Background: an optimization exercise with open tools, aiming at small area, a short achievable clock period and few clock cycles. Do not read the settings as production practice.
Only simulation tests tie the RTL to the original design; equivalence was not proved.
Power and IR drop assume default switching activity.

--- constraint.sdc ---
create_clock -name core_clock -period 16.0 [get_ports {clk}]
set_input_delay 3.2000 -clock core_clock [delete_from_list [all_inputs] [get_ports {clk}]]
set_output_delay 3.2000 -clock core_clock [all_outputs]
set_load 0.01 [all_outputs]
--- config.mk ---
export PLATFORM = sky130hd
export DESIGN_NAME = cnc_motion_core
export DESIGN_NICKNAME = cnc_motion_core
export VERILOG_FILES = /design/flow/design.v
export SDC_FILE = /design/flow/constraint.sdc
export NUM_CORES = 4
export LEC_CHECK = 0
export CAP_MARGIN = 20
export CORE_MARGIN = 2
export CORE_UTILIZATION = 30
export PLACE_DENSITY = 0.5
export SLEW_MARGIN = 20
--- run.sh ---
#!/bin/bash
# synth_recipe.tcl (not shown) runs the flow's synth.tcl, then flattens the netlist and writes it again
# the make line also repeats each setting of config.mk as NAME=value (left out here)
make -C /OpenROAD-flow-scripts/flow DESIGN_CONFIG=/design/flow/config.mk WORK_HOME=/design/flow/orfs CLKGATE_MAP_FILE= SYNTH_SCRIPT=/design/flow/synth_recipe.tcl finish
--- design.v ---
module ramp_rom (
    input  wire [7:0] addr,
    output reg  [6:0] t,
    output wire [6:0] g
);
    always @(*) begin
        case (addr)
            8'd0:  t = 7'd120;
            8'd1:  t = 7'd72;
            8'd2:  t = 7'd56;
            8'd3:  t = 7'd47;
            8'd4:  t = 7'd41;
            8'd5:  t = 7'd37;
            8'd6:  t = 7'd34;
            8'd7:  t = 7'd31;
            8'd8:  t = 7'd29;
            8'd9:  t = 7'd27;
            8'd10: t = 7'd25;
            8'd11: t = 7'd23;
            8'd12: t = 7'd22;
            8'd13: t = 7'd21;
            default: t = (addr < 8'd34) ? (7'd34 - addr[6:0]) : 7'd0;
        endcase
    end
    assign g = (t >= 7'd4) ? (t - 7'd2) : 7'd2;
endmodule
module ramp_axis (
    input  wire        clk,
    input  wire        rst,
    input  wire        tick,         
    input  wire        poll,         
    input  wire        wr_rem,       
    input  wire [31:0] rem_in,
    input  wire        commit,       
    input  wire        commit_dir,
    input  wire        commit_pend,
    input  wire        wr_cru,
    input  wire [19:0] cru_in,
    input  wire        wb,           
    input  wire        wb_hi,        
    input  wire [19:0] wb_cnt,       
    output reg  [31:0] pos,
    output reg  [31:0] rem,
    output reg  [19:0] cru,
    output reg  [19:0] cnt,
    output reg         sched,
    output reg         pend,
    output reg         pulse,
    output reg         dirp,
    output wire        on,
    output wire        due
);
    reg [5:0] acc;
    assign on  = (rem == 32'd0) && !sched;
    assign due = pend && sched && (cnt[19:1] == 19'd0);
    wire        at_tgt  = (rem == 32'd0);
    wire [19:0] cnt_now = (tick && cnt != 20'd0) ? cnt - 20'd1 : cnt;
    wire        fire    = sched && (cnt_now == 20'd0);
    wire        decel   = (rem[31:6] == 26'd0) && (rem[5:0] <= acc);
    wire [6:0]  t_acc, g_acc, g_dec, t_unused;
    ramp_rom u_rom_a (.addr({2'b00, acc}),         .t(t_acc),    .g(g_acc));
    ramp_rom u_rom_d (.addr({2'b00, acc - 6'd1}),  .t(t_unused), .g(g_dec));
    wire        cru_ok  = ({13'd0, t_acc} <= cru);
    wire [19:0] cru_gap = (cru[19:2] != 18'd0) ? (cru - 20'd2) : 20'd2;
    wire        prim_hi = !pend && (cru >= 20'd120);
    wire [31:0] pos_nx  = dirp ? pos + 32'd1 : pos - 32'd1;
    always @(posedge clk) begin
        if (rst) begin
            pos   <= 32'd0;
            rem   <= 32'd0;
            cru   <= 20'd0;
            cnt   <= 20'd0;
            acc   <= 6'd0;
            sched <= 1'b0;
            pend  <= 1'b0;
            pulse <= 1'b0;
            dirp  <= 1'b0;
        end else begin
            if (wr_rem) rem <= rem_in;
            if (wr_cru) cru <= cru_in;
            if (commit) begin
                dirp  <= commit_dir;
                acc   <= 6'd0;
                pulse <= 1'b0;
                sched <= 1'b0;
                cnt   <= 20'd0;
                pend  <= commit_pend;
            end else if (wb) begin
                cru  <= cru_in;
                pend <= 1'b0;
                if (sched) begin
                    if (wb_hi) cnt <= wb_cnt;
                    else       acc <= 6'd1;
                end
            end else begin
                cnt <= cnt_now;
                if (poll && !on) begin
                    if (!sched) begin
                        pos   <= pos_nx;
                        rem   <= rem - 32'd1;
                        sched <= 1'b1;
                        cnt   <= prim_hi ? cru : 20'd120;
                        acc   <= (pend || prim_hi) ? 6'd0 : 6'd1;
                    end else if (fire) begin
                        if (!pulse) begin
                            pulse <= 1'b1;
                            cnt   <= 20'd2;
                        end else begin
                            pulse <= 1'b0;
                            if (at_tgt) begin
                                sched <= 1'b0;
                                cnt   <= 20'd0;
                            end else begin
                                pos <= pos_nx;
                                rem <= rem - 32'd1;
                                if (decel) begin
                                    acc <= acc - 6'd1;
                                    cnt <= {13'd0, g_dec};
                                end else if (cru_ok) begin
                                    cnt <= cru_gap;
                                end else begin
                                    acc <= acc + 6'd1;
                                    cnt <= {13'd0, g_acc};
                                end
                            end
                        end
                    end
                end
            end
        end
    end
endmodule
module cnc_motion_core (
    input  wire        clk,
    input  wire        rst,
    input  wire        op_valid,
    output wire        op_ready,
    input  wire [1:0]  op_code,
    input  wire        op_offer,
    input  wire [8:0]  op_addr,
    input  wire [31:0] cmd_dx,
    input  wire [31:0] cmd_dy,
    input  wire [31:0] cmd_dz,
    input  wire [31:0] cmd_speed,
    output reg         rsp_valid,
    output wire        rsp_halted,
    output reg         rsp_consumed,
    output reg  [31:0] rsp_data,
    output wire [2:0]  step,
    output wire [2:0]  dir
);
    localparam [1:0] OP_TICK = 2'd0, OP_POLL = 2'd1, OP_READ = 2'd2, OP_SMON = 2'd3;
    reg [127:0] q1;               
    reg [1:0]   qlen;
    reg [1:0]   rr_slot;
    reg         halted;
    reg [1:0]   fault_cause;
    reg [1:0]   fault_axis;
    assign rsp_halted = halted;
    reg  [2:0]  ax_tick, ax_poll;
    reg  [2:0]  ax_wr_rem, ax_commit, ax_wr_cru, ax_wb;
    reg  [31:0] rem_in;
    reg  [19:0] cru_in;
    reg         commit_pend;
    wire [31:0] ax_pos [0:2];
    wire [31:0] ax_rem [0:2];
    wire [19:0] ax_cru [0:2];
    wire [19:0] ax_cnt [0:2];
    wire [2:0]  ax_sched, ax_pend, ax_on, ax_due;
    wire [2:0]  ax_dirp;
    wire [34:0] sum;              
    reg         wb_hi;
    genvar g;
    generate
        for (g = 0; g < 3; g = g + 1) begin : gen_axis
            ramp_axis u_axis (
                .clk         (clk),
                .rst         (rst),
                .tick        (ax_tick[g]),
                .poll        (ax_poll[g]),
                .wr_rem      (ax_wr_rem[g]),
                .rem_in      (rem_in),
                .commit      (ax_commit[g]),
                .commit_dir  (~q1[32*g+31]),
                .commit_pend (commit_pend),
                .wr_cru      (ax_wr_cru[g]),
                .cru_in      (cru_in),
                .wb          (ax_wb[g]),
                .wb_hi       (wb_hi),
                .wb_cnt      (sum[19:0]),
                .pos         (ax_pos[g]),
                .rem         (ax_rem[g]),
                .cru         (ax_cru[g]),
                .cnt         (ax_cnt[g]),
                .sched       (ax_sched[g]),
                .pend        (ax_pend[g]),
                .pulse       (step[g]),
                .dirp        (ax_dirp[g]),
                .on          (ax_on[g]),
                .due         (ax_due[g])
            );
        end
    endgenerate
    assign dir = ax_dirp;
    wire all_on = &ax_on;
    localparam [4:0] D_IDLE = 5'd0,
                     D_OVF  = 5'd1,    
                     D_ABS  = 5'd2,    
                     D_CHK  = 5'd3,    
                     D_SQ   = 5'd4,    
                     D_SQRT = 5'd5,    
                     D_DONE = 5'd6,    
                     A_INIT = 5'd7,    
                     A_MUL  = 5'd8,    
                     A_DIV  = 5'd9,    
                     A_WB   = 5'd10,
                     B_INIT = 5'd11,   
                     B_DIV  = 5'd12,   
                     B_W1   = 5'd13,
                     B_W2   = 5'd14,
                     D_END  = 5'd15;   
    reg [4:0]  dst;
    reg [1:0]  dax;               
    reg [5:0]  dj;                
    reg [5:0]  kp;                
    reg [5:0]  ks;                
    reg [33:0] dh;                
    reg [31:0] dl;                
    reg [32:0] ds;                
    reg [31:0] dd;                
    reg [2:0]  mov;               
    reg        fast;              
    reg        p_take;            
    reg        p_intake;          
    reg        rt;                
    reg [1:0]  rt_ax;
    wire [31:0] q_v [0:2];
    assign q_v[0] = q1[31:0];
    assign q_v[1] = q1[63:32];
    assign q_v[2] = q1[95:64];
    wire [31:0] q_s = q1[127:96];
    function [5:0] blen;
        input [31:0] x;
        integer k;
        begin
            blen = 6'd0;
            for (k = 0; k < 32; k = k + 1)
                if (x[k]) blen = k + 1;
        end
    endfunction
    wire [31:0] rem_or = ax_rem[0] | ax_rem[1] | ax_rem[2];
    wire [5:0]  kv     = blen(rem_or);
    wire [5:0]  kq     = blen(q_s);
    wire [31:0] rem_d = ax_rem[dax];
    wire [31:0] pos_d = ax_pos[dax];
    wire [31:0] v_d   = q_v[dax];
    wire        sq_bit = rem_d[dj[4:0]];
    reg  [34:0] opa, opb;
    reg         cin;
    assign sum = opa + opb + {34'd0, cin};
    wire [34:0] div_a  = {dh, dl[31]};
    wire [65:0] hl     = {dh, dl};
    wire [34:0] sq_a   = {ds, hl[65:64]};
    always @(*) begin
        opa = {1'b0, dh};
        opb = {3'd0, rem_d};
        cin = 1'b0;
        if (rt) begin
            opa = {{3{ax_pos[rt_ax][31]}}, ax_pos[rt_ax]};
            opb = ax_dirp[rt_ax] ? {3'd0, ax_rem[rt_ax]} : ~{3'd0, ax_rem[rt_ax]};
            cin = ~ax_dirp[rt_ax];
        end else begin
            case (dst)
                D_OVF: begin
                    opa = {{3{pos_d[31]}}, pos_d};
                    opb = {{3{v_d[31]}}, v_d};
                end
                D_ABS: begin
                    opa = 35'd0;
                    opb = {3'd0, v_d ^ {32{v_d[31]}}};
                    cin = v_d[31];
                end
                D_SQRT: begin
                    opa = sq_a;
                    opb = ~{1'b0, dd, 2'b01};
                    cin = 1'b1;
                end
                A_MUL: begin
                    opa = {1'b0, dh};
                    opb = {3'd0, rem_d};
                    cin = ax_sched[dax];
                end
                A_DIV: begin
                    opa = div_a;
                    opb = ~{3'd0, dd};
                    cin = 1'b1;
                end
                B_DIV: begin
                    opa = div_a;
                    opb = ~{15'd0, ax_cru[dax]};
                    cin = 1'b1;
                end
                B_W1: begin
                    opa = {15'd0, dl[19:0]};
                    opb = ~35'd120;
                    cin = 1'b1;
                end
                B_W2: begin
                    opa = {1'b0, dh};
                    opb = {15'd0, ax_cnt[dax]};
                end
                default: begin
                    opa = {1'b0, dh};
                    opb = {3'd0, rem_d};
                end
            endcase
        end
    end
    wire sum_neg = sum[34];
    wire fast_ok = (ks >= kp + 6'd2);
    function [1:0] next_mov;
        input [2:0] m;
        input [1:0] a;
        input       first;
        begin
            if (first) begin
                next_mov = m[0] ? 2'd0 : m[1] ? 2'd1 : m[2] ? 2'd2 : 2'd3;
            end else begin
                case (a)
                    2'd0: next_mov = m[1] ? 2'd1 : m[2] ? 2'd2 : 2'd3;
                    2'd1: next_mov = m[2] ? 2'd2 : 2'd3;
                    default: next_mov = 2'd3;
                endcase
            end
        end
    endfunction
    wire stall = (|ax_due) || (dst == B_W2);
    wire busy  = rt || (dst != D_IDLE && !fast);
    assign op_ready = !busy && !stall;
    wire accept = op_valid && op_ready;
    wire is_tick = (op_code == OP_TICK);
    wire is_smon = (op_code == OP_SMON);
    wire [1:0] slot = is_tick ? rr_slot : op_addr[1:0];
    wire run_op  = accept && !halted;
    wire       take     = op_offer && (qlen != 2'd2);
    wire [1:0] ql1      = qlen + {1'b0, take};
    wire       need_dec = (take && qlen == 2'd0) || (ql1 == 2'd2 && all_on);
    wire [6:0]  rom_t, rom_g;
    ramp_rom u_rd_rom (.addr(op_addr[7:0]), .t(rom_t), .g(rom_g));
    reg  [31:0] rd_val;
    always @(*) begin
        case (op_addr[3:0])
            4'd0: rd_val = ax_pos[0];
            4'd1: rd_val = ax_pos[1];
            4'd2: rd_val = ax_pos[2];
            4'd6: rd_val = {22'd0, qlen, 3'd0, halted, fault_cause, fault_axis};
            default: rd_val = 32'd0;
        endcase
        if (op_addr[8]) rd_val = {25'd0, rom_t};
    end
    wire rd_tgt = !op_addr[8] && (op_addr[3:0] == 4'd3 || op_addr[3:0] == 4'd4 ||
                                  op_addr[3:0] == 4'd5);
    reg clr_rem;
    wire pause = rt;              
    integer i;
    always @(*) begin
        ax_tick   = 3'b000;
        ax_poll   = 3'b000;
        ax_wr_rem = 3'b000;
        ax_commit = 3'b000;
        ax_wr_cru = 3'b000;
        ax_wb     = 3'b000;
        rem_in    = sum[31:0];
        cru_in    = (dst == A_WB) ? ((dl[31:20] != 12'd0) ? 20'hfffff : dl[19:0]) : dl[19:0];
        commit_pend = (dst == D_DONE);
        wb_hi     = !dh[33];
        if (run_op && (is_tick || is_smon)) begin
            if (is_tick) ax_tick = 3'b111;
            if (slot != 2'd3 && qlen != 2'd0) ax_poll[slot] = 1'b1;
        end
        if (!pause) begin
            case (dst)
                D_ABS: ax_wr_rem[dax] = 1'b1;
                D_DONE: if (fast_ok) ax_commit = mov;
                A_WB:  ax_wr_cru[dax] = 1'b1;
                B_W2:  ax_wb[dax] = 1'b1;
                D_END: ax_commit = mov;
                default: ;
            endcase
        end
        if (clr_rem) begin
            ax_wr_rem = 3'b111;
            rem_in    = 32'd0;
        end
    end
    always @(posedge clk) begin
        if (rst) begin
            q1           <= 128'd0;
            qlen         <= 2'd0;
            rr_slot      <= 2'd0;
            halted       <= 1'b0;
            fault_cause  <= 2'd0;
            fault_axis   <= 2'd3;
            rsp_valid    <= 1'b0;
            rsp_consumed <= 1'b0;
            rsp_data     <= 32'd0;
            dst          <= D_IDLE;
            dax          <= 2'd0;
            dj           <= 6'd0;
            kp           <= 6'd0;
            ks           <= 6'd0;
            dh           <= 34'd0;
            dl           <= 32'd0;
            ds           <= 33'd0;
            dd           <= 32'd0;
            mov          <= 3'd0;
            fast         <= 1'b0;
            p_take       <= 1'b0;
            p_intake     <= 1'b0;
            rt           <= 1'b0;
            rt_ax        <= 2'd0;
        end else begin
            rsp_valid <= 1'b0;
            if (accept) begin
                rsp_consumed <= 1'b0;
                rsp_data     <= 32'd0;
                case (op_code)
                    OP_TICK, OP_SMON: begin
                        if (!halted && is_tick) rr_slot <= rr_slot + 2'd1;
                        rsp_valid <= 1'b1;
                    end
                    OP_READ: begin
                        if (rd_tgt) begin
                            rt    <= 1'b1;
                            rt_ax <= op_addr[1:0] + 2'd1;
                        end else begin
                            rsp_valid <= 1'b1;
                            rsp_data  <= rd_val;
                        end
                    end
                    default: begin  
                        if (halted) begin
                            rsp_valid <= 1'b1;
                        end else begin
                            if (take) q1 <= {cmd_speed, cmd_dz, cmd_dy, cmd_dx};
                            if (need_dec) begin
                                p_take   <= take;
                                p_intake <= (qlen == 2'd0);
                                dst      <= D_OVF;
                                dax      <= 2'd0;
                                fast     <= 1'b0;
                            end else begin
                                qlen <= (ql1 != 2'd0 && all_on) ? ql1 - 2'd1 : ql1;
                                rsp_consumed <= take;
                                rsp_valid    <= 1'b1;
                            end
                        end
                    end
                endcase
            end
            if (rt) begin
                rt        <= 1'b0;
                rsp_valid <= 1'b1;
                rsp_data  <= sum[31:0];
            end
            if (!pause) begin
                case (dst)
                    D_IDLE: ;
                    D_OVF: begin
                        if (sum[32] != sum[31]) begin
                            halted      <= 1'b1;
                            fault_cause <= 2'd2;
                            fault_axis  <= dax;
                            rsp_valid   <= 1'b1;
                            dst         <= D_IDLE;
                        end else if (dax == 2'd2) begin
                            dax <= 2'd0;
                            dst <= D_ABS;
                        end else begin
                            dax <= dax + 2'd1;
                        end
                    end
                    D_ABS: begin
                        if (dax == 2'd2) begin
                            dax <= 2'd0;
                            dst <= D_CHK;
                        end else begin
                            dax <= dax + 2'd1;
                        end
                    end
                    D_CHK: begin
                        mov <= {ax_rem[2] != 32'd0, ax_rem[1] != 32'd0, ax_rem[0] != 32'd0};
                        ks  <= kq;
                        kp  <= kv + {5'd0, kv[0]};
                        dh  <= 34'd0;
                        dl  <= 32'd0;
                        dj  <= 6'd0;
                        dax <= 2'd0;
                        if (kv == 6'd0 || kq == 6'd0) begin
                            rsp_valid    <= 1'b1;
                            rsp_consumed <= p_take;
                            qlen         <= p_intake ? 2'd0 : 2'd1;
                            dst          <= D_IDLE;
                        end else begin
                            dst <= D_SQ;
                        end
                    end
                    D_SQ: begin
                        if (dax == 2'd2) begin
                            {dh, dl} <= {(sq_bit ? sum[33:0] : dh), dl} >> 1;
                            dax <= 2'd0;
                            if (dj + 6'd1 == kp) begin
                                dj  <= 6'd17 + {1'b0, kp[5:1]};
                                ds  <= 33'd0;
                                dd  <= 32'd0;
                                dst <= D_SQRT;
                            end else begin
                                dj <= dj + 6'd1;
                            end
                        end else begin
                            if (sq_bit) dh <= sum[33:0];
                            dax <= dax + 2'd1;
                        end
                    end
                    D_SQRT: begin
                        if (!sum_neg) begin
                            ds <= sum[32:0];
                            dd <= {dd[30:0], 1'b1};
                        end else begin
                            ds <= sq_a[32:0];
                            dd <= {dd[30:0], 1'b0};
                        end
                        {dh, dl} <= {hl[63:0], 2'b00};
                        dj <= dj - 6'd1;
                        if (dj == 6'd1) dst <= D_DONE;
                    end
                    D_DONE: begin
                        ds  <= {1'b0, q_s};
                        fast <= fast_ok;
                        dst <= A_INIT;
                        dax <= 2'd0;
                        dj  <= 6'd0;
                        if (fast_ok) begin
                            rsp_valid    <= 1'b1;
                            rsp_consumed <= p_take;
                            qlen         <= 2'd1;
                        end
                    end
                    A_INIT: begin
                        if (next_mov(mov, dax, dj == 6'd0) == 2'd3) begin
                            dst <= B_INIT;
                            dj  <= 6'd0;
                        end else begin
                            dax <= next_mov(mov, dax, dj == 6'd0);
                            dh  <= 34'd0;
                            dl  <= ds[31:0];
                            dj  <= ks;
                            dst <= A_MUL;
                        end
                    end
                    A_MUL: begin
                        {dh, dl} <= {(dl[0] ? sum[33:0] : dh), dl} >> 1;
                        dj <= dj - 6'd1;
                        if (dj == 6'd1) begin
                            dj  <= ks;
                            dst <= A_DIV;
                        end
                    end
                    A_DIV: begin
                        if (!sum_neg) begin
                            dh <= sum[33:0];
                            dl <= {dl[30:0], 1'b1};
                        end else begin
                            dh <= div_a[33:0];
                            dl <= {dl[30:0], 1'b0};
                        end
                        dj <= dj - 6'd1;
                        if (dj == 6'd1) dst <= A_WB;
                    end
                    A_WB: begin
                        if (dl == 32'd0) begin
                            halted      <= 1'b1;
                            fault_cause <= 2'd1;
                            fault_axis  <= dax;
                            rsp_valid   <= 1'b1;
                            dst         <= D_IDLE;
                        end else begin
                            dj  <= 6'd63;
                            dst <= A_INIT;
                        end
                    end
                    B_INIT: begin
                        if (next_mov(mov, dax, dj == 6'd0) == 2'd3) begin
                            if (fast) begin
                                dst  <= D_IDLE;
                                fast <= 1'b0;
                            end else begin
                                dst <= D_END;
                            end
                        end else begin
                            dax <= next_mov(mov, dax, dj == 6'd0);
                            dh  <= 34'd0;
                            dl  <= 32'd1_000_000 << 12;
                            dj  <= 6'd20;
                            dst <= B_DIV;
                        end
                    end
                    B_DIV: begin
                        if (!sum_neg) begin
                            dh <= sum[33:0];
                            dl <= {dl[30:0], 1'b1};
                        end else begin
                            dh <= div_a[33:0];
                            dl <= {dl[30:0], 1'b0};
                        end
                        dj <= dj - 6'd1;
                        if (dj == 6'd1) dst <= B_W1;
                    end
                    B_W1: begin
                        dh  <= sum[33:0];       
                        dst <= B_W2;
                    end
                    B_W2: begin
                        dj  <= 6'd63;
                        dst <= B_INIT;
                    end
                    D_END: begin
                        rsp_valid    <= 1'b1;
                        rsp_consumed <= p_take;
                        qlen         <= 2'd1;
                        dst          <= D_IDLE;
                    end
                    default: dst <= D_IDLE;
                endcase
            end
        end
    end
    always @(*) begin
        clr_rem = 1'b0;
        if (!pause) begin
            if (dst == D_OVF && sum[32] != sum[31]) clr_rem = 1'b1;
            if (dst == D_CHK && (kv == 6'd0 || kq == 6'd0)) clr_rem = 1'b1;
            if (dst == A_WB && dl == 32'd0) clr_rem = 1'b1;
        end
    end
endmodule
==> flow_summary.json <==
{
  "outcome": "no timing/DRC/antenna violations",
  "layout_min_cycle_time_ns": 9.30,
  "synth_area_sq_mm": 0.0559,
  "wl_met3_mm": 27.6,
  "drt_iter0_drc": 8799,
  "die_w_um": 436,
  "setup_viol": 0,
  "start_kind": "register",
  "final_net_count": 8100,
  "dr_total_vias": 63794,
  "port_buffers": 184,
  "clock_sinks": 677,
  "critPathBufInv": 2,
  "critPathTopFamily": "simple AND/OR/NAND/NOR gates",
  "seqPwrFrac_pct": 39.0,
  "syn_nets": 8324,
  "antenna_found_initial": 20,
  "gp_congestion": 1.06,
  "cts_buffers": 88,
  "overflow": 0,
  "wl_met2_mm": 124,
  "synth_xor_area_share_pct": 5.54,
  "synthMuxAreaShare_pct": 3.75,
  "cp_max_fo": 47,
  "synth_compound_area_share_pct": 31.8,
  "routedWlPerCell_um": 28.3,
  "clk_latency_ns": 0.76,
  "dpl_worst_slack_ns": 6.87,
  "critPathKind": "reg -> reg",
  "die_y_um": 436,
  "nFillCells": 20057,
  "fin_area_sq_mm": 0.0633,
  "synthTopCellsByArea": "dfxtp_1, nand2_1, a21oi_1",
  "slew_headroom_pct": 9.86,
  "initial_utilization_pct": 30.2,
  "crit_chain": "nand2_1 -> a221o_1 -> buf_4 -> nand2_1 -> nand2_1 -> nor4_1 -> a21oi_1 -> nand2_1 -> o21ai_0 -> ha_1 -> a21o_1 -> a21o_1 -> a21oi_1 -> o211ai_1 -> a21oi_1 -> a21oi_1 -> o41ai_1 -> o21ai_0 -> nor2_4 -> buf_4 -> mux2_2 -> a221oi_1 -> a211oi_1",
  "fin_setup_tns_ns": 0,
  "clockBufferDepth": 3,
  "slowest_stage": "nor4_1",
  "maxCapViolCount": 0,
  "cp.arrival_ns": 9.87,
  "critPathRequiredTime_ns": 16.57,
  "p_comb_share_pct": 11.3,
  "syn2layout_area_growth_pct": 13.3,
  "grt_max_degree": 188,
  "dr.pass1.iters": 10,
  "synth_top_area_share_pct": 24.2,
  "endpoint_kind": "register",
  "viasPerCell": 6.21,
  "async_flop_share_pct": 0,
  "yosys.area_share.simple_pct": 23.5,
  "maxSlewViolCount": 0,
  "yosysTopAreaCell": "dfxtp_1",
  "die-area_sq_mm": 0.190,
  "top_layer": "met5",
  "rsz0062_at_grt": "false",
  "fmax_mhz": 108,
  "cts_hold_buf": 0,
  "clock_skew_ns": 0.0589,
  "swShare_pct": 28.5,
  "clkSlewWorstSetupHoldPaths_ns": 0.07,
  "layout_setup_ws_ns": 6.70,
  "cts_resized": 0,
  "p_switching_mw": 1.27,
  "drt_wl_total_mm": 291,
  "ys_seq_elements": 677,
  "dp_hpwl_mm": 216,
  "ys_types": 99,
  "yosys_most_used_dff": "dfxtp_1",
  "met1Wirelength_mm": 120,
  "seq_area_frac_synth_pct": 24.2,
  "route.detailed.drc": 0,
  "synth_fa_ha_area_share_pct": 5.46,
  "cts-root-buf": "clkbuf_16",
  "grt_util_all_layers_pct": 29.1,
  "post_cts_buffers": 0,
  "drive_above_1_share_pct": 7.13,
  "grt_pass1_vias": 58338,
  "core_sq_mm": 0.185,
  "synth_edf_count": 0,
  "grt_pass1_wl_mm": 417,
  "vdd_ir_drop_max_uv": 95.2,
  "syn-instance-count": 7940,
  "power_mw": 4.47,
  "dpl_cell_area_sq_mm": 0.0601,
  "holdCritPathClass": "reg -> reg",
  "p_clk_share_pct": 49.7,
  "ios": 185,
  "ant_nets": 0,
  "p_per_area_mw_per_mm2": 70.5,
  "synth_warnings": 3,
  "synth.avg_cell_area_sq_um": 7.04,
  "rows": 158,
  "h-tree-depth": 3,
  "slowest_delay_ns": 0.86,
  "internal_power_mw": 3.19,
  "p_leak_nw": 22.4,
  "post-route-period-util_pct": 58.1,
  "hold_viol": 0,
  "tritoncts": "built",
  "tightest_slew_ns": 1.34,
  "synth_top_family_by_area": "compound AO/OA/AOI/OAI gates"
}
Yosys cell counts, types with 17 or more instances:
cell and instances:
ha_1 236, dfxtp_1 677, a22o_1 31, a2111oi_0 21
o221ai_1 19, a22oi_1 274, o41ai_1 19, nor2b_1 33
a21o_1 71, o22ai_1 79, xor2_1 132, a222oi_1 103
nand3_1 175, nand3b_1 25, nor4_1 102, or2_2 44
nor3b_1 20, o32ai_1 20, nor3_1 205, a31oi_1 96
mux2_2 63, buf_1 65, mux2i_1 124, and2_1 39
a21boi_0 17, o21a_1 51, a211oi_1 193, and3_1 42
o211ai_1 43, or4_1 35, or3_1 64, nand2_1 1116
inv_1 162, o21bai_1 20, nand4_1 39, buf_2 18
nand2b_1 46, a221oi_1 137, o31ai_1 30, a21oi_1 836
xnor2_1 222, clkbuf_1 571, o21ai_0 525, nor2_1 849
path summary, 6_finish.rpt:
path         cells past startpoint     end  slack [ns]   start
max                             23  dh[24]        6.70  dst[3]
min                              2  q1[17]        0.45  q1[17]
max reg2reg                     23  dh[24]        6.70  dst[3]
min reg2reg                      2  q1[17]        0.45  q1[17]
power by group through the flow:
| stage | Clock (mW) | Combinational (mW) | Sequential (mW) |
|---|---|---|---|
| final | 2.22 | 0.504 | 1.74 |
| after global routing | 2.32 | 0.531 | 1.74 |
| after CTS | 2.25 | 0.489 | 1.74 |
| after detailed placement | 0 | 0.487 | 1.78 |
| after global placement | 0 | 0.488 | 1.78 |
| after floorplan | 0 | 0.333 | 1.75 |
final cells by class:
type	count	area, sq um	share of cell area (%)
flip-flops and latches	677	13600	21.4
multi-input cells	6434	39700	62.7
clock buffers	126	2650	4.18
clock inverters	35	517	0.816
diodes	14	35.0	0.0553
inverters	163	612	0.966
well taps	2480	3100	4.90
repair buffers	352	3170	5.00
worst register-to-register path: cells and delay by family, from the launching register on:
family,cells,cell delay [ns]
multiplexers,1,0.48
adder cells (fa/ha/maj),1,0.43
buffers and inverters,2,0.98
AO/OA/AOI/OAI,13,3.08
AND/OR/NAND/NOR,6,3.42
flip-flops,1,0.71
layout by cell type, fill, tap and decap left out, types with 36 or more instances in the layout:
master / Yosys / final
nand2_1: 1116 / 1113
nor2_1: 849 / 835
a21oi_1: 836 / 832
dfxtp_1: 677 / 675
o21ai_0: 525 / 524
a22oi_1: 274 / 274
ha_1: 236 / 231
xnor2_1: 222 / 206
nor3_1: 205 / 198
a211oi_1: 193 / 192
clkdlybuf4s50_1: 0 / 183
nand3_1: 175 / 175
buf_4: 8 / 164
inv_1: 162 / 161
a221oi_1: 137 / 137
xor2_1: 132 / 126
mux2i_1: 124 / 124
a222oi_1: 103 / 103
nor4_1: 102 / 100
a31oi_1: 96 / 95
clkbuf_16: 0 / 90
o22ai_1: 79 / 78
a21o_1: 71 / 70
or3_1: 64 / 64
mux2_2: 63 / 63
o21a_1: 51 / 51
nand2b_1: 46 / 46
or2_2: 44 / 44
o211ai_1: 43 / 43
and3_1: 42 / 42
nand4_1: 39 / 39
and2_1: 39 / 36
cells by family after synthesis:
family,Yosys count
AND/OR/NAND/NOR,2903
AO/OA/AOI/OAI,2742
buffers and inverters,829
flip-flops,677
XOR/XNOR,354
adder cells (fa/ha/maj),241
multiplexers,194
flip-flops by register name, indices dropped and copies added (netlist names), 3 cells and up:
| signal | count |
|---|---|
| dd | 32 |
| dh | 34 |
| dj | 6 |
| dl | 32 |
| ds | 33 |
| dst | 5 |
| gen_axis.u_axis.acc | 18 |
| gen_axis.u_axis.cnt | 60 |
| gen_axis.u_axis.cru | 60 |
| gen_axis.u_axis.dirp | 3 |
| gen_axis.u_axis.pend | 3 |
| gen_axis.u_axis.pos | 96 |
| gen_axis.u_axis.pulse | 3 |
| gen_axis.u_axis.rem | 96 |
| gen_axis.u_axis.sched | 3 |
| kp | 5 |
| ks | 6 |
| mov | 3 |
| q1 | 128 |
| rsp_data | 32 |
metal layers:
metal	track usage, %	vias to the layer above
li1	-	28806
met1	38.1	30799
met3	6.22	679
met2	43.6	3498
met4	17.2	12
met5	0	-
stage by stage:
| step | std cells | utilization, % | hold WS, ns |
|---|---|---|---|
| 6_report | 10281 | 34.2 | 0.451 |
| 2_1_floorplan | 7940 | - | 0.432 |
| 4_1_cts | 10267 | 34.1 | 0.452 |
| 5_1_grt | 10268 | 34.1 | 0.469 |
| 3_3_place_gp | 10105 | 32.4 | 0.440 |
| 3_5_place_dp | 10106 | 32.4 | 0.444 |
Testbench counts, summed over its fixed seeds: cycles 498,298.

==> static timing again, ports no longer ideal <==
No port has a modelled driver above. Below, the same layout with a new extraction and two added sets of constraints. Step 1: set_driving_cell puts a clkbuf_16 on clk and a buf_2 on each other input, an assumption about the parent block. Step 2 moves the port delays by t, midway between the first and last clock arrival at a register: inputs arrive t later, outputs are due t later. That takes back most of the time a late clock gives input paths. a / b / c = no drivers / after step 1 / after step 2; a / b = the first two.
t (ns): 0.816
slack for setup (ns): 6.701 / 6.701 / 6.701
clock arrival spread, ns: 0.059 / 0.059
After both steps setup and hold are still met in this run. For this run, drivers alone change the setup slack by 0.000 ns; drivers and shift together by 0.000 ns.
